This design comes from an exercise in tuning for small area and a short achievable clock period on the open sky130 flow, not from production work.
RTL that was checked went through simulation tests only; none was proved equivalent to the original.
Only the layout flow was run in runs 1 to 3; the RTL was not checked for function there.
Power and IR drop assume default switching activity.

### flow/design.v
module jtag_pdi_sniffer (
    input  wire       clk,
    input  wire       rst,         
    input  wire       smp_valid,   
    input  wire       tms,
    input  wire       tdi,
    input  wire       tdo,
    output wire       out_valid,
    output wire [7:0] out_data,
    output wire       pdi_err
);
    localparam [3:0] S_RESET      = 4'hF,
                     S_IDLE       = 4'hC,
                     S_SELECT_DR  = 4'h7,
                     S_CAPTURE_DR = 4'h6,
                     S_SHIFT_DR   = 4'h2,
                     S_EXIT1_DR   = 4'h1,
                     S_PAUSE_DR   = 4'h3,
                     S_EXIT2_DR   = 4'h0,
                     S_UPDATE_DR  = 4'h5,
                     S_SELECT_IR  = 4'h4,
                     S_CAPTURE_IR = 4'hE,
                     S_SHIFT_IR   = 4'hA,
                     S_EXIT1_IR   = 4'h9,
                     S_PAUSE_IR   = 4'hB,
                     S_EXIT2_IR   = 4'h8,
                     S_UPDATE_IR  = 4'hD;
    reg sv, st, si, so, rr;
    always @(posedge clk) begin
        sv <= smp_valid;
        st <= tms;
        si <= tdi;
        so <= tdo;
        rr <= rst;
    end
    reg [3:0]  tap;
    reg        ir_id;      
    reg        ir_pdi;     
    reg [3:0]  irs;
    reg [31:0] dri;
    reg [31:22] dro;
    reg        par_w;      
    reg        par_r;      
    reg [3:0] tap_next;
    always @(*) begin
        case (tap)
            S_RESET:      tap_next = st ? S_RESET     : S_IDLE;
            S_IDLE:       tap_next = st ? S_SELECT_DR : S_IDLE;
            S_SELECT_DR:  tap_next = st ? S_SELECT_IR : S_CAPTURE_DR;
            S_CAPTURE_DR: tap_next = st ? S_EXIT1_DR  : S_SHIFT_DR;
            S_SHIFT_DR:   tap_next = st ? S_EXIT1_DR  : S_SHIFT_DR;
            S_EXIT1_DR:   tap_next = st ? S_UPDATE_DR : S_PAUSE_DR;
            S_PAUSE_DR:   tap_next = st ? S_EXIT2_DR  : S_PAUSE_DR;
            S_EXIT2_DR:   tap_next = st ? S_UPDATE_DR : S_SHIFT_DR;
            S_UPDATE_DR:  tap_next = st ? S_SELECT_DR : S_IDLE;
            S_SELECT_IR:  tap_next = st ? S_RESET     : S_CAPTURE_IR;
            S_CAPTURE_IR: tap_next = st ? S_EXIT1_IR  : S_SHIFT_IR;
            S_SHIFT_IR:   tap_next = st ? S_EXIT1_IR  : S_SHIFT_IR;
            S_EXIT1_IR:   tap_next = st ? S_UPDATE_IR : S_PAUSE_IR;
            S_PAUSE_IR:   tap_next = st ? S_EXIT2_IR  : S_PAUSE_IR;
            S_EXIT2_IR:   tap_next = st ? S_UPDATE_IR : S_SHIFT_IR;
            S_UPDATE_IR:  tap_next = st ? S_SELECT_DR : S_IDLE;
            default:      tap_next = st ? S_SELECT_DR : S_IDLE;
        endcase
    end
    wire commit = sv && (tap == S_UPDATE_DR);
    reg  iev;              
    reg  pev;              
    always @(posedge clk) begin
        iev <= commit && ir_id;
        pev <= commit && ir_pdi;
        if (rr) begin
            tap    <= S_RESET;
            ir_id  <= 1'b1;
            ir_pdi <= 1'b0;
            irs    <= 4'h0;
            dri    <= 32'h0;
            dro    <= 10'h0;
            par_w  <= 1'b0;
            par_r  <= 1'b0;
        end else if (sv) begin
            case (tap)
                S_RESET: begin
                    ir_id  <= 1'b1;
                    ir_pdi <= 1'b0;
                end
                S_SHIFT_DR: begin
                    dri   <= {si, dri[31:1]};
                    dro   <= {so, dro[31:23]};
                    par_w <= par_w ^ dri[31] ^ dri[22];
                    par_r <= par_r ^ dro[31] ^ dro[22];
                end
                S_SHIFT_IR:  irs <= {si, irs[3:1]};
                S_UPDATE_IR: begin
                    ir_id  <= (irs == 4'h3);
                    ir_pdi <= (irs == 4'h7);
                end
                default: ;
            endcase
            tap <= tap_next;
        end
    end
    reg        idl;        
    reg        rd;         
    reg        big;        
    reg        lds;        
    reg        cap;        
    reg [1:0]  arg;        
    reg [2:0]  kc;         
    reg [23:0] acc;        
    localparam [1:0] P_NONE = 2'd0, P_DEC = 2'd1, P_LD = 2'd2, P_CLR = 2'd3;
    reg [31:0] rg;
    reg [1:0]  ph;
    reg [1:0]  pop;        
    reg        pa;         
    reg        bw;         
    wire       enz = |rg;  
    wire       bad = rd ? par_r : par_w;
    wire [7:0] b   = rd ? dro[29:22] : dri[29:22];
    wire       act = (pop != P_NONE) && (pa || ph == 2'd0);
    wire       bin = (ph == 2'd0) || bw;
    reg  [7:0] ldb;
    always @(*) begin
        case (ph)
            2'd0:    ldb = dri[29:22];
            2'd1:    ldb = acc[7:0];
            2'd2:    ldb = acc[15:8];
            default: ldb = acc[23:16];
        endcase
    end
    reg  [7:0] nb;
    always @(*) begin
        if (!act)
            nb = rg[7:0];
        else case (pop)
            P_DEC:   nb = rg[7:0] - {7'd0, bin};
            P_LD:    nb = (ph <= arg) ? ldb : 8'd0;
            default: nb = 8'd0;
        endcase
    end
    always @(posedge clk) begin
        rg   <= {nb, rg[31:8]};
        ph   <= ph + 2'd1;
        bw   <= bin && (rg[7:0] == 8'd0);
        pa   <= act && ph != 2'd3;
        if (act && ph == 2'd3)
            pop <= P_NONE;
        if (rr) begin
            idl <= 1'b1;
            rd  <= 1'b0;
            big <= 1'b0;
            lds <= 1'b0;
            cap <= 1'b0;
            pop <= P_CLR;
            pa  <= 1'b0;
        end else if (pev) begin
            if (bad) begin
                idl <= 1'b1;
                rd  <= 1'b0;
                big <= 1'b0;
                lds <= 1'b0;
                cap <= 1'b0;
                if (big) pop <= P_CLR;
            end else if (idl) begin
                arg <= b[1:0];
                case (b[7:4])
                    4'h0: begin idl <= 1'b0; kc <= {1'b0, b[3:2]}; lds <= 1'b1; end   
                    4'h1: begin idl <= 1'b0; rd <= 1'b1; kc <= {1'b0, b[1:0]}; big <= 1'b1; end  
                    4'h2: begin idl <= 1'b0; kc <= {1'b0, b[3:2]} + {1'b0, b[1:0]} + 3'd1; end  
                    4'h3: begin idl <= 1'b0; kc <= {1'b0, b[1:0]}; big <= 1'b1; end  
                    4'h4: begin idl <= 1'b0; rd <= 1'b1; kc <= 3'd0; end  
                    4'h5: begin idl <= 1'b0; kc <= {1'b0, b[1:0]}; cap <= 1'b1; end  
                    4'h6: begin idl <= 1'b0; kc <= 3'd0; end  
                    4'h7: begin idl <= 1'b0; kc <= 3'd7; end  
                    4'hF: ;                                    
                    default: begin idl <= 1'b0; rd <= 1'b1; kc <= 3'd0; end  
                endcase
            end else begin
                if (kc != 3'd0) begin
                    kc <= kc - 3'd1;
                    if (cap) acc <= {acc[15:0], b};
                end else if (big && enz) begin
                    pop <= P_DEC;
                    kc  <= {1'b0, arg};
                end else begin
                    if (cap) begin
                        pop <= P_LD;
                        cap <= 1'b0;
                    end
                    if (lds) begin
                        rd  <= 1'b1;
                        kc  <= {1'b0, arg};
                        lds <= 1'b0;
                    end else begin
                        idl <= 1'b1;
                        rd  <= 1'b0;
                        big <= 1'b0;
                    end
                end
            end
        end
    end
    wire pdi_byte = pev && !bad && !idl;
    reg [2:0] es;          
    reg       pd;          
    reg       pdr;         
    reg       ov;
    reg       perr;
    reg [7:0] od;
    always @(posedge clk) begin
        if (rr) begin
            es <= 3'd0;
        end else if (iev) begin
            es <= 3'd4;
            pd <= 1'b0;
        end else if (pdi_byte) begin
            es  <= 3'd1;
            pd  <= 1'b1;
            pdr <= rd;
        end else if (es != 3'd0) begin
            es <= es - 3'd1;
        end
        ov   <= !rst && !rr && (iev || pdi_byte || es != 3'd0);
        perr <= !rst && !rr && pev && bad;
        if (iev)
            od <= 8'h10;
        else if (pdi_byte)
            od <= 8'h11;
        else case (es)
            3'd4:    od <= dri[31:24];
            3'd3:    od <= dri[23:16];
            3'd2:    od <= dri[15:8];
            default: od <= pd ? (pdr ? dro[29:22] : dri[29:22]) : dri[7:0];
        endcase
    end
    assign out_valid = ov;
    assign out_data  = od;
    assign pdi_err   = perr;
endmodule
### flow/run.sh
#!/bin/bash
# synth_recipe.tcl (not shown) runs the flow's synth.tcl, then flattens the netlist and writes it again
# the make line also repeats each setting of config.mk as NAME=value (left out here)
make -C /OpenROAD-flow-scripts/flow DESIGN_CONFIG=/design/flow/config.mk WORK_HOME=/design/flow/orfs CLKGATE_MAP_FILE= SYNTH_SCRIPT=/design/flow/synth_recipe.tcl finish
### flow/config.mk
export PLATFORM = sky130hd
export DESIGN_NAME = jtag_pdi_sniffer
export DESIGN_NICKNAME = jtag_pdi_sniffer
export VERILOG_FILES = /design/flow/design.v
export SDC_FILE = /design/flow/constraint.sdc
export NUM_CORES = 4
export LEC_CHECK = 0
export CAP_MARGIN = 20
export CORE_MARGIN = 2
export CORE_UTILIZATION = 65
export CTS_BUF_LIST = sky130_fd_sc_hd__clkbuf_8
export PLACE_DENSITY = 0.75
export SETUP_SLACK_MARGIN = 4.35
export SLEW_MARGIN = 20
### flow/constraint.sdc
create_clock -name core_clock -period 6.5 [get_ports {clk}]
set_input_delay 1.3000 -clock core_clock [delete_from_list [all_inputs] [get_ports {clk}]]
set_output_delay 1.3000 -clock core_clock [all_outputs]
set_load 0.01 [all_outputs]
==> load_flow_metrics.sql, run 1 <==
INSERT INTO impl_metrics (metric_group, metric, value, unit) VALUES
('placement', 'finalWeightedCongestion', '0.862', ''),
('job', 'timing.max_cap.violations', '0', ''),
('worst_setup_path', 'worst-endpoint-arrival', '870', 'ps'),
('power_and_ir_drop', 'p_total', '0.00188', 'W'),
('drt', 'routed_wl', '13800', 'um'),
('clock_network', 'cts_max_path_buffers', '2', ''),
('global_route', 'gr-total-overflow', '0', ''),
('sta', 'timing.final.crit_period', '2170', 'ps'),
('yosys', 'synth-seq-area-share', '53.0', '%'),
('floorplanning', 'dieWidth', '102', 'um'),
('yosys', 'yosys.area_share.adder', '4.17', '%'),
('sta', 'rsz_0062_raised_after_global_routing', 'yes', ''),
('drt', 'first_iter_violations', '332', ''),
('sta', 'max_slew_margin', '51.2', '%'),
('floorplanning', 'die_h', '102', 'um'),
('yosys', 'yosys.cell_count.top_type', 'nand2_1', ''),
('sta', 'final.setup_skew', '12.6', 'ps'),
('yosys', 'number_of_enable_type_register_cells_in_the_synthesized_netlist', '31', ''),
('yosys', 'ys_seq_elements', '148', ''),
('yosys', 'post_synth_inst_count', '661', ''),
('yosys', 'mean_area_per_synthesized_cell', '9.35', 'sq um'),
('worst_setup_path', 'worst-path-max-fanout', '1', ''),
('yosys', 'synth_top_area_share', '37.9', '%'),
('yosys', 'synth_top_family_by_area', 'compound AO/OA/AOI/OAI gates', ''),
('power_and_ir_drop', 'pwr_density', '276', 'nW/um^2'),
('clock_network', 'cts_tree', 'done', ''),
('clock_network', 'clock-root-buffer', 'clkbuf_8', ''),
('global_route', 'antenna_found_initial', '0', ''),
('yosys', 'muxShareOfSynthArea', '4.03', '%'),
('power_and_ir_drop', 'p_leak', '2.56', 'nW'),
('floorplanning', 'num_rows', '35', ''),
('worst_setup_path', 'critPathMaxStageDelay', '310', 'ps'),
('cells_and_area', 'finalNetCount', '688', ''),
('floorplanning', 'pin_count', '16', ''),
('drt', 'final_antenna_violating_net_count', '0', ''),
('cells_and_area', 'final_area', '6810', 'sq um'),
('sta', 'timing.final.setup_violations', '0', ''),
('placement', 'placement.io_buffers', '15', ''),
('clock_network', 'clock_latency', '440', 'ps'),
('yosys', 'synth_top_flop_cell', 'dfxtp_1', ''),
('drt', 'route.detailed.drc', '0', ''),
('worst_setup_path', 'critPathRequiredTime', '5200', 'ps'),
('sta', 'fmax', '460', 'MHz'),
('cells_and_area', 'n_diodes', '0', ''),
('yosys', 'synth.net_count', '687', ''),
('worst_setup_path', 'startpoint_type', 'flop', ''),
('clock_network', 'cts.hold.buffers_added', '0', ''),
('worst_setup_path', 'endpoint_kind', 'primary output', ''),
('yosys', 'post_synth_xor_area_fraction', '0.425', '%'),
('clock_network', 'cts.sink_count', '148', ''),
('yosys', 'synthesis.yosys.warnings', '1', ''),
('yosys', 'largest_area_contributor_in_the_synthesized_netlist', 'dfxtp_1', ''),
('floorplanning', 'initial_core_util', '66.9', '%'),
('global_route', 'vias_in_the_first_global_route', '4531', ''),
('yosys', 'synthTopCellsByArea', 'dfxtp_1 38%, edfxtp_1 15%, nand2_1 7.3%', ''),
('drt', 'routedWlPerCell', '17.2', 'um'),
('yosys', 'simple_gate_area_share_of_the_yosys_netlist', '17.0', '%'),
('global_route', 'grt_use_total', '28.3', '%'),
('yosys', 'fraction_of_the_mapped_netlist_area_in_compound_gates', '17.3', '%'),
('sta', 'timing_hold_violations_final', '0', ''),
('global_route', 'first_pass_grt_wire_length', '22500', 'um'),
('worst_setup_path', 'crit_buf_inv', '1', ''),
('clock_network', 'clk_transition_reported_paths', '80', 'ps'),
('worst_setup_path', 'criticalPathCategory', 'flop to primary output', ''),
('sta', 'worst-slew-pin-transition', '731', 'ps'),
('yosys', 'synth_cell_type_count', '56', ''),
('worst_setup_path', 'timing.critical_path.max_delay_family', 'flip-flops', ''),
('drt', 'dr.pass1.iters', '5', ''),
('outcome', 'result_of_the_run', 'timing/DRC/antenna clean', ''),
('clock_network', 'htreeDepth', '4', ''),
('floorplanning', 'placeableCoreArea', '9240', 'sq um');
[timing repair]
item,CTS,global route
endpoints found under the setup margin,56,40
pin swaps,1,1
cloned,1,0
gates resized for setup,53,11
setup buffers,0,2
[worst paths after layout]
path | from | to | slack (ps) | cells after the start
worst max-delay path | od[7] | out_data[7] | 4330 | 1
worst min register to register | rg[11] | rg[3] | 350 | 0
worst min-delay path | rg[11] | rg[3] | 350 | 0
worst max register to register | rd | big | 4440 | 6
[layer usage]
metal	wire, um	track usage (%)	part of all wire (%)
met1	5950	37.2	43
met4	383	13.0	2.8
met5	0	0	0
met3	740	5.80	5.4
met2	6720	45.3	49
[state kept, by name (all words and copies together) (netlist names), 3 cells and up]
| signal | cells |
|---|---|
| od | 8 |
| es | 3 |
| acc | 24 |
| dro | 10 |
| irs | 4 |
| tap | 4 |
| kc | 3 |
| dri | 32 |
| rg | 32 |
[area by class of cell]
class	instances	area, sq um
Sequential cell	148	3290
Multi-Input combinational cell	450	2710
Fill cell	663	2430
Clock buffer	19	262
Tap cell	129	161
Timing Repair Buffer	20	156
Clock inverter	12	140
Inverter	25	93.8
[kinds of logic after synthesis]
group,after synthesis
and+or+nand+nor,232
AOI/OAI and AO/OA,171
DFF,148
buffers and inverters,64
muxes,23
adders and majority gates,20
xor gates and xnor gates,3
[worst register-to-register path, stage by stage, from the launching register on]
cell      delay, ps
dfxtp_4         470
mux2_2          420
or4b_4          540
a21boi_2        170
nand4_1         110
a32oi_1         160
nor2_1           60
[cells in the final DEF, fill, tap and decap left out, types with 4 or more instances in the layout]
master	Yosys	routed
a211oi_1	4	4
a21oi_1	82	81
a222oi_1	8	8
a22oi_1	10	10
a31oi_1	9	9
and2_1	4	4
buf_2	6	7
buf_4	0	5
clkbuf_8	0	19
clkdlybuf4s50_1	0	5
dfxtp_1	117	109
dfxtp_2	0	6
edfxtp_1	31	31
ha_1	19	16
inv_1	22	25
inv_2	3	4
mux2_2	5	5
mux2i_1	17	17
nand2_1	120	120
nand2b_1	4	4
nand3_1	15	15
nor2_1	51	50
nor3_1	8	8
nor4_1	5	5
o211ai_1	9	9
o21ai_0	13	13
o21ai_1	5	5
o22ai_1	7	7
or3_1	4	4
[where the power goes]
part | total, W | leakage, nW | switching, W | internal [W]
clock | 0.000718 | 0.214 | 0.000325 | 0.000393
combinational | 0.000172 | 1.09 | 0.000102 | 0.0000695
sequential | 0.000992 | 1.26 | 0.0000321 | 0.000959
total | 0.00188 | 2.56 | 0.000459 | 0.00142
[metrics by stage]
stage               worst slack, ps  util [%]  hold slack [ps]  cells
finish                         4330      73.7              349    803
global route                   4290      73.7              354    803
CTS                            4310      73.2              351    801
detailed placement             3790      68.8              330    769
global placement               3850      68.8              330    769
floorplan                      4380         -              323    661
==> run 2, diff against run 1 <==
--- a/flow/design.v
+++ b/flow/design.v
@@ -25,14 +25,11 @@
                      S_PAUSE_IR   = 4'hB,
                      S_EXIT2_IR   = 4'h8,
                      S_UPDATE_IR  = 4'hD;
-    reg sv, st, si, so, rr;
-    always @(posedge clk) begin
-        sv <= smp_valid;
-        st <= tms;
-        si <= tdi;
-        so <= tdo;
-        rr <= rst;
-    end
+    wire sv = smp_valid;
+    wire st = tms;
+    wire si = tdi;
+    wire so = tdo;
+    wire rr = rst;
     reg [3:0]  tap;
     reg        ir_id;      
     reg        ir_pdi;     
@@ -220,8 +217,8 @@
         end else if (es != 3'd0) begin
             es <= es - 3'd1;
         end
-        ov   <= !rst && !rr && (iev || pdi_byte || es != 3'd0);
-        perr <= !rst && !rr && pev && bad;
+        ov   <= !rr && (iev || pdi_byte || es != 3'd0);
+        perr <= !rr && pev && bad;
         if (iev)
             od <= 8'h10;
         else if (pdi_byte)
--- a/flow/config.mk
+++ b/flow/config.mk
@@ -7,8 +7,6 @@
 export LEC_CHECK = 0
 export CAP_MARGIN = 20
 export CORE_MARGIN = 2
-export CORE_UTILIZATION = 65
-export CTS_BUF_LIST = sky130_fd_sc_hd__clkbuf_8
-export PLACE_DENSITY = 0.75
+export CORE_UTILIZATION = 40
 export SETUP_SLACK_MARGIN = 4.35
 export SLEW_MARGIN = 20
==> run 2 against run 1 <==
Power up 11%. Count of clock-buffer cells in the layout rose by 1. Global-route usage is 10 points lower. Flip-flop and latch count is 5 lower. Die area grew 57%. Worst hold slack worse by 10 ps. Synthesized cell count fell by 0.76%. Utilization fell by 25 points. Area after synthesis fell by 1.8%. Critical path type is now input pin to flop. Critical endpoint is now acc[7]. Largest cell class unchanged. Largest power group is now clock.
==> load_flow_metrics.sql, run 2 <==
INSERT INTO impl_metrics (metric_group, metric, value, unit) VALUES
('outcome', 'result_of_the_run', 'timing/DRC/antenna clean', ''),
('clock_network', 'cts_tree', 'done', ''),
('floorplanning', 'num_rows', '45', ''),
('global_route', 'grt_use_total', '18.1', '%'),
('clock_network', 'clk_transition_reported_paths', '60', 'ps'),
('drt', 'routed_wl', '14400', 'um'),
('yosys', 'synth.net_count', '682', ''),
('yosys', 'share_of_flip_flops_with_an_asynchronous_set_or_reset_after_synthesis', '0', '%'),
('global_route', 'first_pass_grt_wire_length', '23300', 'um'),
('worst_setup_path', 'cp-endpoint', 'acc[7]', ''),
('floorplanning', 'pin_count', '16', ''),
('placement', 'detailedPlacementHpwl', '8680', 'um'),
('floorplanning', 'initial_core_util', '40.4', '%'),
('worst_setup_path', 'critPathRequiredTime', '6630', 'ps'),
('placement', 'dp.cells', '823', ''),
('clock_network', 'cts.hold.buffers_added', '0', ''),
('yosys', 'synthesis.yosys.warnings', '1', ''),
('sta', 'final_max_slew_violation_count', '0', ''),
('yosys', 'ys_seq_elements', '143', ''),
('drt', 'routedWlPerCell', '16.5', 'um'),
('yosys', 'post_synth_inst_count', '656', ''),
('sta', 'timing_hold_violations_final', '0', ''),
('worst_setup_path', 'criticalPathCategory', 'input pin to flop', ''),
('sta', 'final.setup_skew', '10.4', 'ps'),
('drt', 'final_antenna_violating_net_count', '0', ''),
('worst_setup_path', 'crit_start', 'rst', ''),
('worst_setup_path', 'endpoint_kind', 'flop', ''),
('global_route', 'grt_start_max_net_pins', '43', ''),
('sta', 'rsz_0062_raised_after_global_routing', 'yes', ''),
('cells_and_area', 'final_cell_mix', '125 x nand2_1, 103 x dfxtp_1, 83 x a21oi_1, 41 x nor2_1, 31 x edfxtp_1', ''),
('power_and_ir_drop', 'pwr_density', '285', 'nW/um^2'),
('drt', 'post_drt_via_cell_ratio', '5.54', ''),
('sta', 'timing.setup.tns', '0', 'ps'),
('yosys', 'synthTopCellsByArea', 'dfxtp_1 37%, edfxtp_1 15%, nand2_1 7.8%', ''),
('job', 'timing.max_cap.violations', '0', ''),
('yosys', 'synth.cell_area', '6070', 'sq um'),
('sta', 'worst-slew-pin-transition', '679', 'ps'),
('drt', 'first_iter_violations', '461', ''),
('cells_and_area', 'area_growth', '20.7', '%'),
('placement', 'placement.io_buffers', '15', ''),
('yosys', 'synth_top_flop_cell', 'dfxtp_1', ''),
('worst_setup_path', 'source_of_the_worst_register_to_register_timing_path', 'ph[1]', ''),
('yosys', 'number_of_enable_type_register_cells_in_the_synthesized_netlist', '31', ''),
('yosys', 'synth_top_area_share', '36.9', '%'),
('floorplanning', 'placeableCoreArea', '15000', 'sq um'),
('cells_and_area', 'post_route_cells_drive_above_1_share', '14.4', '%'),
('clock_network', 'number_of_clock_buffers_inserted_by_tritoncts', '17', ''),
('cells_and_area', 'finalNetCount', '701', ''),
('global_route', 'vias_in_the_first_global_route', '4619', ''),
('sta', 'max_slew_margin', '54.7', '%'),
('floorplanning', 'die_h', '127', 'um'),
('global_route', 'gr-total-overflow', '0', ''),
('drt', 'via_count', '4855', ''),
('yosys', 'mean_area_per_synthesized_cell', '9.25', 'sq um'),
('floorplanning', 'die-area', '16200', 'sq um'),
('sta', 'fmax', '439', 'MHz'),
('cells_and_area', 'biggestRegsByFlops', 'dri x32, rg x32, acc x24', ''),
('yosys', 'synthTopCellsByCount', '126 x nand2_1, 112 x dfxtp_1, 83 x a21oi_1', ''),
('clock_network', 'cts.sink_count', '143', ''),
('yosys', 'largest_area_contributor_in_the_synthesized_netlist', 'dfxtp_1', ''),
('power_and_ir_drop', 'ir_drop', '0.000197', 'V'),
('worst_setup_path', 'worst-endpoint-arrival', '2410', 'ps'),
('clock_network', 'cts_max_path_buffers', '2', ''),
('worst_setup_path', 'reg_to_reg_slack_setup', '4430', 'ps'),
('drt', 'route.detailed.drc', '0', ''),
('cells_and_area', 'final_cell_count_no_fill', '876', ''),
('sta', 'timing.final.setup_violations', '0', ''),
('sta', 'finalCritPeriodShare', '35.0', '%'),
('yosys', 'synth-seq-area-share', '52.3', '%'),
('global_route', 'antenna_found_initial', '0', ''),
('worst_setup_path', 'startpoint_type', 'input pin', ''),
('cells_and_area', 'layout_commonest_cell', 'nand2_1', ''),
('cells_and_area', 'n_diodes', '0', ''),
('power_and_ir_drop', 'p_leak', '2.77', 'nW'),
('drt', 'dr.pass1.iters', '5', ''),
('worst_setup_path', 'timing.rr.end', 'rg[26]', ''),
('yosys', 'synth_cell_type_count', '60', ''),
('worst_setup_path', 'rr_worst_depth', '7', ''),
('placement', 'finalWeightedCongestion', '0.821', ''),
('worst_setup_path', 'worst-path-max-fanout', '6', ''),
('clock_network', 'clock_latency', '420', 'ps'),
('yosys', 'yosys.cell_count.top_type', 'nand2_1', ''),
('clock_network', 'htreeDepth', '4', ''),
('min_path', 'hold_class', 'flop to flop', ''),
('sta', 'timing.final.crit_period', '2280', 'ps'),
('clock_network', 'clock-root-buffer', 'clkbuf_16', ''),
('floorplanning', 'dieWidth', '127', 'um');
[run 2: cell types whose count changed in the layout (fill, tap and decap cells not counted), sizes merged, moves of 5 or more]
cell and delta:
buf +17, o21ai +11, nor2 -9, nand2 +6, dfxtp -5, nand3 -5
[run 2: metal layers]
layer | share of wire (%) | routed length [um] | track usage (%) | vias up
li1 | - | - | - | 2373
met5 | 0 | 0 | 0 | -
met2 | 47 | 6780 | 29.1 | 153
met3 | 4.6 | 658 | 4.23 | 14
met4 | 1.1 | 164 | 5.43 | 0
met1 | 47 | 6820 | 24.4 | 2315
[run 2: how the worst min path moves through the flow]
| stage | from | slack (ps) | endpoint | cells past startpoint |
|---|---|---|---|---|
| global placement | rg[18] | 330 | rg[10] | 0 |
| detailed placement | rg[16] | 330 | rg[8] | 0 |
| floorplan | rg[18] | 320 | rg[10] | 0 |
| finish | rg[16] | 340 | rg[8] | 0 |
| CTS | rg[16] | 350 | rg[8] | 0 |
| global route | rg[16] | 340 | rg[8] | 0 |
[run 2: final cells by class]
cell class                      instances  area [sq um]
Timing Repair Buffer                   40           554
Multi-Input combinational cell        451          2680
Fill cell                            1355          7710
Clock buffer                           20           468
Sequential cell                       143          3190
Inverter                               22          82.6
Clock inverter                         12           120
Tap cell                              188           235
[run 2: repair_timing]
action | 4_1_cts | 5_1_grt
setup endpoints to repair | 96 | 89
pin swaps | 2 | 1
cloned | 6 | 2
gates resized for setup | 69 | 17
buffers inserted | 10 | 3
[run 2: where the power goes]
group	internal [W]	switching, W	total, W
logic	0.0000733	0.0000873	0.000161
clock network	0.000567	0.000396	0.000963
registers	0.000931	0.0000313	0.000962
[run 2: metrics by stage]
step	total power (W)	hold WS (ps)	cell area, sq um	util, %	worst slack [ps]
after detailed placement	0.00113	333	6320	42.0	3280
after floorplan	0.00108	323	6150	-	3650
after CTS	0.00208	346	7190	47.8	4230
after global placement	0.00113	329	6320	42.0	3330
after global routing	0.00215	343	7320	48.7	4170
final	0.00209	339	7320	48.7	4220
[run 2: cells by family (layout without fill, tap and decap cells)]
logic type,after synthesis,count (layout),synth area share (%)
XOR/XNOR,3,3,0.433
flip-flops,143,143,52.3
AO/OA/AOI/OAI,178,178,18.1
adder cells (fa/ha/maj),20,20,4.25
multiplexers,20,20,3.38
AND/OR/NAND/NOR,230,230,17.2
buffers and inverters,62,94,4.43
[run 2: worst max-delay path, stage by stage]
cell and delay [ps]:
buf_8 100, buf_12 120, nor2b_4 130, nand2_2 80, nor4b_4 290, buf_4 190, buf_6 100, buf_6 120
==> run 3, diff against run 2 <==
--- a/flow/config.mk
+++ b/flow/config.mk
@@ -7,6 +7,10 @@
 export LEC_CHECK = 0
 export CAP_MARGIN = 20
 export CORE_MARGIN = 2
-export CORE_UTILIZATION = 40
+export CORE_UTILIZATION = 65
+export CTS_BUF_LIST = sky130_fd_sc_hd__clkbuf_8
+export CTS_CLUSTER_DIAMETER = 100
+export CTS_CLUSTER_SIZE = 30
+export PLACE_DENSITY = 0.75
 export SETUP_SLACK_MARGIN = 4.35
 export SLEW_MARGIN = 20
==> run 3 against run 2 <==
Still clean on timing, DRC and antenna. Critical path depth shrank 7. Clock skew up 8.8 ps. Global-route usage up 11 points. Combinational power barely moved. Worst hold slack gained 11 ps. Clock power down 31%. Setup slack improved by 81 ps. Non-clock buffer count down 3. Utilization grew 28 points. Maximum frequency rose by 3.7%. Count of clock-buffer cells in the layout is 2 lower. Critical endpoint is now out_data[3]. Largest cell class unchanged. Largest power group is now registers.
==> load_flow_metrics.sql, run 3 <==
INSERT INTO impl_metrics (metric_group, metric, value, unit) VALUES
('worst_setup_path', 'startpoint_type', 'flop', ''),
('power_and_ir_drop', 'internal_power', '0.00129', 'W'),
('drt', 'post_drt_via_cell_ratio', '6.14', ''),
('yosys', 'synth_cell_type_count', '60', ''),
('clock_network', 'clock-root-buffer', 'clkbuf_8', ''),
('placement', 'finalWeightedCongestion', '0.929', ''),
('cells_and_area', 'final_cell_mix', '125 x nand2_1, 106 x dfxtp_1, 81 x a21oi_1, 41 x nor2_1, 31 x edfxtp_1', ''),
('worst_setup_path', 'criticalPathCategory', 'flop to primary output', ''),
('drt', 'final_antenna_violating_net_count', '0', ''),
('yosys', 'synthTopCellsByCount', '126 x nand2_1, 112 x dfxtp_1, 83 x a21oi_1', ''),
('worst_setup_path', 'crit_buf_inv', '1', ''),
('yosys', 'muxShareOfSynthArea', '3.38', '%'),
('yosys', 'yosys.area_share.adder', '4.25', '%'),
('worst_setup_path', 'critPathMaxStageDelay', '320', 'ps'),
('drt', 'via_count', '4887', ''),
('yosys', 'number_of_enable_type_register_cells_in_the_synthesized_netlist', '31', ''),
('yosys', 'fraction_of_the_mapped_netlist_area_in_compound_gates', '18.1', '%'),
('cells_and_area', 'post_route_cells_drive_above_1_share', '14.5', '%'),
('cells_and_area', 'biggestRegsByFlops', 'dri x32, rg x32, acc x24', ''),
('cells_and_area', 'area_growth', '15.0', '%'),
('worst_setup_path', 'timing.critical_path.max_delay_family', 'flip-flops', ''),
('sta', 'worst-slew-pin-transition', '664', 'ps'),
('cells_and_area', 'final_area', '6980', 'sq um'),
('min_path', 'hold_class', 'flop to flop', ''),
('cells_and_area', 'count_of_filler_cells_inserted_in_the_layout', '628', ''),
('floorplanning', 'die-area', '10100', 'sq um'),
('clock_network', 'htreeDepth', '4', ''),
('placement', 'detailedPlacementHpwl', '8650', 'um'),
('yosys', 'simple_gate_area_share_of_the_yosys_netlist', '17.2', '%'),
('sta', 'holdWs', '350', 'ps'),
('sta', 'timing.setup.tns', '0', 'ps'),
('sta', 'timing.final.crit_period', '2200', 'ps'),
('yosys', 'largest_area_contributor_in_the_synthesized_netlist', 'dfxtp_1', ''),
('global_route', 'grt_use_total', '28.8', '%'),
('clock_network', 'cts_max_path_buffers', '2', ''),
('global_route', 'grt_start_max_net_pins', '43', ''),
('drt', 'routed_wl', '14200', 'um'),
('yosys', 'post_synth_xor_area_fraction', '0.433', '%'),
('drt', 'dr.pass1.iters', '7', ''),
('yosys', 'mean_area_per_synthesized_cell', '9.25', 'sq um'),
('yosys', 'synthesis.yosys.warnings', '1', ''),
('cells_and_area', 'layout_commonest_cell', 'nand2_1', ''),
('clock_network', 'cts.sink_count', '143', ''),
('power_and_ir_drop', 'power.switching', '0.000504', 'W'),
('sta', 'finalCritPeriodShare', '33.8', '%'),
('yosys', 'synth-seq-area-share', '52.3', '%'),
('yosys', 'yosys.cell_count.top_type', 'nand2_1', ''),
('power_and_ir_drop', 'p_seq_share', '53.6', '%'),
('yosys', 'synth.net_count', '682', ''),
('placement', 'detailed_place.area', '6220', 'sq um'),
('power_and_ir_drop', 'power.switching_fraction', '28.1', '%'),
('worst_setup_path', 'critPathSlowestCell', 'dfxtp_1', ''),
('cells_and_area', 'finalNetCount', '698', ''),
('power_and_ir_drop', 'logic_gate_share_of_total_power', '9.2', '%'),
('power_and_ir_drop', 'ir_drop', '0.000181', 'V'),
('clock_network', 'cts.hold.buffers_added', '0', ''),
('sta', 'timing_hold_violations_final', '0', ''),
('global_route', 'vias_in_the_first_global_route', '4656', ''),
('placement', 'placement.io_buffers', '15', ''),
('sta', 'max_slew_margin', '55.7', '%'),
('worst_setup_path', 'worst-endpoint-arrival', '900', 'ps'),
('drt', 'first_iter_violations', '307', ''),
('yosys', 'synth_top_flop_cell', 'dfxtp_1', ''),
('power_and_ir_drop', 'p_leak', '2.66', 'nW'),
('global_route', 'first_pass_grt_wire_length', '22600', 'um'),
('worst_setup_path', 'endpoint_kind', 'primary output', ''),
('sta', 'timing.final.setup_violations', '0', ''),
('job', 'timing.max_cap.violations', '0', ''),
('drt', 'routedWlPerCell', '17.9', 'um'),
('worst_setup_path', 'worst-path-max-fanout', '1', ''),
('global_route', 'gr-total-overflow', '0', ''),
('yosys', 'ys_seq_elements', '143', ''),
('sta', 'final.setup_skew', '19.2', 'ps'),
('floorplanning', 'initial_core_util', '66.3', '%'),
('yosys', 'synthTopCellsByArea', 'dfxtp_1 37%, edfxtp_1 15%, nand2_1 7.8%', ''),
('power_and_ir_drop', 'pwr_density', '257', 'nW/um^2'),
('global_route', 'antenna_found_initial', '0', ''),
('yosys', 'synth_top_area_share', '36.9', '%'),
('clock_network', 'cts_tree', 'done', ''),
('outcome', 'result_of_the_run', 'timing/DRC/antenna clean', ''),
('yosys', 'synth_top_family_by_area', 'compound AO/OA/AOI/OAI gates', ''),
('power_and_ir_drop', 'power.share.clock', '37.3', '%'),
('floorplanning', 'placeableCoreArea', '9150', 'sq um'),
('worst_setup_path', 'critPathRequiredTime', '5200', 'ps'),
('clock_network', 'clk_transition_reported_paths', '90', 'ps'),
('sta', 'final_max_slew_violation_count', '0', ''),
('floorplanning', 'die_h', '101', 'um'),
('floorplanning', 'pin_count', '16', ''),
('clock_network', 'clock_latency', '460', 'ps'),
('worst_setup_path', 'ordered_cell_list_for_the_critical_path', 'buf_2', ''),
('sta', 'rsz_0062_raised_after_global_routing', 'yes', ''),
('sta', 'fmax', '455', 'MHz'),
('yosys', 'share_of_flip_flops_with_an_asynchronous_set_or_reset_after_synthesis', '0', '%'),
('cells_and_area', 'n_diodes', '0', ''),
('yosys', 'synth.cell_area', '6070', 'sq um'),
('drt', 'route.detailed.drc', '0', ''),
('clock_network', 'number_of_clock_buffers_inserted_by_tritoncts', '17', ''),
('floorplanning', 'dieWidth', '101', 'um'),
('floorplanning', 'num_rows', '35', ''),
('yosys', 'post_synth_inst_count', '656', '');
## run 3: area by class of cell
| class | instances | area (sq um) | share of cell area [%] |
|---|---|---|---|
| Clock inverter | 14 | 119 | 1.70 |
| Inverter | 22 | 82.6 | 1.18 |
| Multi-Input combinational cell | 451 | 2690 | 38.6 |
| Sequential cell | 143 | 3180 | 45.6 |
| Clock buffer | 18 | 248 | 3.55 |
| Timing Repair Buffer | 37 | 517 | 7.41 |
| Tap cell | 111 | 139 | 1.99 |
## run 3: layer usage
metal  part of all wire, %  GRT usage [%]  vias up
met5                     0              0        -
met4                   2.2           11.7        0
met3                   5.2           6.52       35
met2                    50           48.8      155
met1                    42           35.6     2335
li1                      -              -     2362
## run 3: cell families after synthesis
logic type / count (synthesis)
and+or+nand+nor: 230
AOI/OAI and AO/OA: 178
DFF: 143
buffers and inverters: 62
muxes: 20
adders and majority gates: 20
xor gates and xnor gates: 3
## run 3: power groups by stage
stage,Clock [W],Sequential (W),Combinational (W)
6_report,0.000668,0.000960,0.000164
5_1_grt,0.000713,0.000964,0.000183
4_1_cts,0.000668,0.000958,0.000155
3_5_place_dp,0,0.000978,0.000156
3_3_place_gp,0,0.000977,0.000152
2_1_floorplan,0,0.000966,0.000112
## run 3: per-stage QoR
step / setup WS (ps) / cells / util (%) / total power, W
final: 4300 / 796 / 76.2 / 0.00179
after global routing: 4260 / 796 / 76.2 / 0.00186
after CTS: 4290 / 791 / 74.5 / 0.00178
after detailed placement: 3300 / 746 / 68.0 / 0.00113
after global placement: 3330 / 746 / 68.0 / 0.00113
after floorplan: 3650 / 656 / - / 0.00108
## run 3: final timing paths
kind | start | end | slack [ps] | cells past startpoint
max | od[3] | out_data[3] | 4300 | 1
min | rg[21] | rg[13] | 350 | 0
max reg2reg | ph[0] | rg[28] | 4430 | 7
min reg2reg | rg[21] | rg[13] | 350 | 0
## run 3: what timing repair did
item,4_1_cts,5_1_grt
setup endpoints to repair,94,86
resized for setup,66,22
gates cloned,5,3
pin swaps,2,1
buffers inserted,8,2
==> run 4, diff against run 3 <==
--- a/flow/design.v
+++ b/flow/design.v
@@ -25,11 +25,14 @@
                      S_PAUSE_IR   = 4'hB,
                      S_EXIT2_IR   = 4'h8,
                      S_UPDATE_IR  = 4'hD;
-    wire sv = smp_valid;
-    wire st = tms;
-    wire si = tdi;
-    wire so = tdo;
-    wire rr = rst;
+    reg sv, st, si, so, rr;
+    always @(posedge clk) begin
+        sv <= smp_valid;
+        st <= tms;
+        si <= tdi;
+        so <= tdo;
+        rr <= rst;
+    end
     reg [3:0]  tap;
     reg        ir_id;      
     reg        ir_pdi;     
@@ -159,26 +162,22 @@
                 cap <= 1'b0;
                 if (big) pop <= P_CLR;
             end else if (idl) begin
-                arg <= b[1:0];
                 case (b[7:4])
-                    4'h0: begin idl <= 1'b0; kc <= {1'b0, b[3:2]}; lds <= 1'b1; end   
-                    4'h1: begin idl <= 1'b0; rd <= 1'b1; kc <= {1'b0, b[1:0]}; big <= 1'b1; end  
-                    4'h2: begin idl <= 1'b0; kc <= {1'b0, b[3:2]} + {1'b0, b[1:0]} + 3'd1; end  
-                    4'h3: begin idl <= 1'b0; kc <= {1'b0, b[1:0]}; big <= 1'b1; end  
-                    4'h4: begin idl <= 1'b0; rd <= 1'b1; kc <= 3'd0; end  
-                    4'h5: begin idl <= 1'b0; kc <= {1'b0, b[1:0]}; cap <= 1'b1; end  
-                    4'h6: begin idl <= 1'b0; kc <= 3'd0; end  
-                    4'h7: begin idl <= 1'b0; kc <= 3'd7; end  
+                    4'h0: begin idl <= 1'b0; lds <= 1'b1; end   
+                    4'h1: begin idl <= 1'b0; rd <= 1'b1; big <= 1'b1; end  
+                    4'h2: begin idl <= 1'b0; end  
+                    4'h3: begin idl <= 1'b0; big <= 1'b1; end  
+                    4'h4: begin idl <= 1'b0; rd <= 1'b1; end  
+                    4'h5: begin idl <= 1'b0; cap <= 1'b1; end  
+                    4'h6: begin idl <= 1'b0; end  
+                    4'h7: begin idl <= 1'b0; end  
                     4'hF: ;                                    
-                    default: begin idl <= 1'b0; rd <= 1'b1; kc <= 3'd0; end  
+                    default: begin idl <= 1'b0; rd <= 1'b1; end  
                 endcase
             end else begin
                 if (kc != 3'd0) begin
-                    kc <= kc - 3'd1;
-                    if (cap) acc <= {acc[15:0], b};
                 end else if (big && enz) begin
                     pop <= P_DEC;
-                    kc  <= {1'b0, arg};
                 end else begin
                     if (cap) begin
                         pop <= P_LD;
@@ -186,7 +185,6 @@
                     end
                     if (lds) begin
                         rd  <= 1'b1;
-                        kc  <= {1'b0, arg};
                         lds <= 1'b0;
                     end else begin
                         idl <= 1'b1;
@@ -194,6 +192,30 @@
                         big <= 1'b0;
                     end
                 end
+            end
+        end
+    end
+    reg [2:0] kc_cmd;
+    always @(*) begin
+        case (b[7:4])
+            4'h0:    kc_cmd = {1'b0, b[3:2]};                            
+            4'h2:    kc_cmd = {1'b0, b[3:2]} + {1'b0, b[1:0]} + 3'd1;    
+            4'h1, 4'h3, 4'h5:
+                     kc_cmd = {1'b0, b[1:0]};                            
+            4'h7:    kc_cmd = 3'd7;                                      
+            default: kc_cmd = 3'd0;
+        endcase
+    end
+    always @(posedge clk) begin
+        if (pev && !bad) begin
+            if (idl) begin
+                arg <= b[1:0];
+                kc  <= kc_cmd;
+            end else if (kc != 3'd0) begin
+                kc <= kc - 3'd1;
+                if (cap) acc <= {acc[15:0], b};
+            end else begin
+                kc <= {1'b0, arg};
             end
         end
     end
@@ -205,20 +227,22 @@
     reg       perr;
     reg [7:0] od;
     always @(posedge clk) begin
-        if (rr) begin
+        if (rr)
             es <= 3'd0;
-        end else if (iev) begin
+        else if (iev)
             es <= 3'd4;
+        else if (pdi_byte)
+            es <= 3'd1;
+        else if (es != 3'd0)
+            es <= es - 3'd1;
+        if (iev) begin
             pd <= 1'b0;
         end else if (pdi_byte) begin
-            es  <= 3'd1;
             pd  <= 1'b1;
             pdr <= rd;
-        end else if (es != 3'd0) begin
-            es <= es - 3'd1;
-        end
-        ov   <= !rr && (iev || pdi_byte || es != 3'd0);
-        perr <= !rr && pev && bad;
+        end
+        ov   <= !rst && !rr && (iev || pdi_byte || es != 3'd0);
+        perr <= !rst && !rr && pev && bad;
         if (iev)
             od <= 8'h10;
         else if (pdi_byte)
==> run 4 against run 3 <==
Still clean on timing, DRC and antenna. Count of clock-buffer cells in the layout shrank 1. Clock skew shrank 8.8 ps. Flip-flop and latch count grew 5. Largest power group unchanged. Power grew 2.9%. Non-clock buffer count shrank 18. Die area grew 1.3%. Register-to-register slack lost 70 ps. Sequential share of layout area grew 2.8 points. Clock power grew 8.7%. Utilization shrank 2.8 points.
==> load_flow_metrics.sql, run 4 <==
INSERT INTO impl_metrics (metric_group, metric, value, unit) VALUES
('outcome', 'result_of_the_run', 'timing/DRC/antenna clean', ''),
('worst_setup_path', 'crit_buf_inv', '1', ''),
('yosys', 'synthTopCellsByArea', 'dfxtp_1 38%, edfxtp_1 15%, nand2_1 7.9%', ''),
('yosys', 'mean_area_per_synthesized_cell', '9.29', 'sq um'),
('clock_network', 'cts.sink_count', '148', ''),
('yosys', 'synth_top_family_by_area', 'compound AO/OA/AOI/OAI gates', ''),
('floorplanning', 'dieWidth', '101', 'um'),
('sta', 'worst-slew-pin-transition', '652', 'ps'),
('worst_setup_path', 'startpoint_type', 'flop', ''),
('global_route', 'grt_use_total', '28.0', '%'),
('drt', 'dr.pass1.iters', '6', ''),
('yosys', 'ys_seq_elements', '148', ''),
('power_and_ir_drop', 'power.share.clock', '39.4', '%'),
('worst_setup_path', 'critPathMaxStageDelay', '330', 'ps'),
('yosys', 'synth-seq-area-share', '53.0', '%'),
('power_and_ir_drop', 'logic_gate_share_of_total_power', '7.4', '%'),
('worst_setup_path', 'critPathSlowestCell', 'dfxtp_2', ''),
('placement', 'placement.io_buffers', '15', ''),
('sta', 'finalCritPeriodShare', '33.4', '%'),
('sta', 'fmax', '461', 'MHz'),
('clock_network', 'cts.hold.buffers_added', '0', ''),
('job', 'timing.max_cap.violations', '0', ''),
('worst_setup_path', 'worst-endpoint-arrival', '870', 'ps'),
('sta', 'timing_hold_violations_final', '0', ''),
('yosys', 'muxShareOfSynthArea', '3.64', '%'),
('sta', 'timing.final.crit_period', '2170', 'ps'),
('drt', 'routedWlPerCell', '16.9', 'um'),
('clock_network', 'number_of_clock_buffers_inserted_by_tritoncts', '17', ''),
('yosys', 'number_of_enable_type_register_cells_in_the_synthesized_netlist', '30', ''),
('floorplanning', 'placeableCoreArea', '9200', 'sq um'),
('yosys', 'yosys.area_share.adder', '4.19', '%'),
('cells_and_area', 'finalNetCount', '687', ''),
('cells_and_area', 'biggestRegsByFlops', 'dri x32, rg x32, acc x24', ''),
('worst_setup_path', 'timing.critical_path.max_delay_family', 'flip-flops', ''),
('sta', 'final_max_slew_violation_count', '0', ''),
('yosys', 'yosys.cell_count.top_type', 'nand2_1', ''),
('worst_setup_path', 'ordered_cell_list_for_the_critical_path', 'buf_6', ''),
('cells_and_area', 'area_growth', '9.74', '%'),
('floorplanning', 'num_rows', '35', ''),
('clock_network', 'cts_tree', 'done', ''),
('placement', 'detailedPlacementHpwl', '8850', 'um'),
('yosys', 'synth.cell_area', '6150', 'sq um'),
('yosys', 'post_synth_inst_count', '662', ''),
('min_path', 'hold_class', 'flop to flop', ''),
('power_and_ir_drop', 'ir_drop', '0.000181', 'V'),
('yosys', 'share_of_flip_flops_with_an_asynchronous_set_or_reset_after_synthesis', '0', '%'),
('power_and_ir_drop', 'power.switching', '0.000464', 'W'),
('yosys', 'post_synth_xor_area_fraction', '0.427', '%'),
('yosys', 'synthesis.yosys.warnings', '1', '');
[run 4: routing by layer]
metal	GRT usage [%]	vias up
met5	0	-
met4	9.98	0
met3	6.56	15
met2	42.5	149
met1	39.6	2221
li1	-	2336
[run 4: final timing paths]
path               end   start  depth (start not counted)  slack (ps)
max          out_valid      ov                          1        4330
min              rg[3]  rg[11]                          0         350
max reg2reg     rg[31]   ph[0]                          9        4360
min reg2reg      rg[3]  rg[11]                          0         350
[run 4: area by class of cell]
cell class | count | area, sq um | area share, %
Clock buffer | 17 | 234 | 3.47
Clock inverter | 15 | 168 | 2.48
Inverter | 22 | 82.6 | 1.22
Multi-Input combinational cell | 453 | 2710 | 40.2
Sequential cell | 148 | 3270 | 48.5
Tap cell | 111 | 139 | 2.06
Timing Repair Buffer | 19 | 143 | 2.11
[run 4: logic make-up (layout without fill, tap and decap cells)]
kind of cell | Yosys count | count (layout)
xor+xnor | 3 | 3
simple gates | 233 | 234
fa+ha+maj | 20 | 20
compound gates | 175 | 175
buf+inv | 62 | 73
mux | 21 | 21
flops | 148 | 148
[run 4: what timing repair did]
item,in CTS,in global routing
setup buffers,0,1
resized for setup,54,4
pin swaps,1,0
gates cloned,1,0
endpoints found under the setup margin,53,38
[run 4: through the flow]
stage | total power, W | std cells | instance area [sq um] | util [%] | setup WS (ps)
final | 0.00184 | 785 | 6750 | 73.4 | 4330
after global routing | 0.00191 | 785 | 6750 | 73.4 | 4270
after CTS | 0.00185 | 784 | 6730 | 73.2 | 4300
after detailed placement | 0.00113 | 751 | 6310 | 68.7 | 3690
after global placement | 0.00113 | 751 | 6310 | 68.7 | 3710
after floorplan | 0.00110 | 662 | 6150 | - | 4360
[run 4: power by group through the flow]
stage	sequential, W	combinational [W]	clock [W]
finish	0.000981	0.000137	0.000726
CTS	0.000980	0.000133	0.000736
detailed placement	0.00100	0.000132	0
global route	0.000986	0.000154	0.000772
floorplan	0.000982	0.000118	0
global placement	0.00100	0.000130	0

-- port drivers added, routing unchanged --
In the flow no input, the clock included, has a driving cell. The finished layouts below were timed again as built, in two steps.
Step 1 sets driving cells, clkbuf_16 on the clock port and buf_2 on the other inputs (assumed; they add their load-dependent delay and slew).
Step 2 also shifts input and output timing later by t, the mid clock arrival at the registers, as if the neighbouring blocks saw the same clock.
a / b / c = ideal ports / drivers / drivers and shift; a / b = the first two.
run | shift t [ns] | slack for setup (ns) | worst hold slack (ns) | clock arrival spread, ns | slew at the worst register clock pin (ns)
run 1 | 0.465 | 4.327 / 4.293 / 4.411 | 0.349 / 0.349 / 0.349 | 0.013 / 0.013 | 0.08 / 0.08
run 2 | 0.457 | 4.223 / 4.225 / 3.768 | 0.339 / 0.339 / 0.339 | 0.010 / 0.011 | 0.07 / 0.07
run 3 | 0.484 | 4.303 / 4.268 / 3.820 | 0.350 / 0.350 / 0.350 | 0.019 / 0.020 | 0.09 / 0.09
run 4 | 0.462 | 4.329 / 4.295 / 4.303 | 0.353 / 0.353 / 0.353 | 0.010 / 0.011 | 0.08 / 0.08
After both steps setup and hold are still met in every run listed. The setup slack of run 3, which loses most, moves by -0.035 ns with the drivers and by -0.483 ns with both steps.
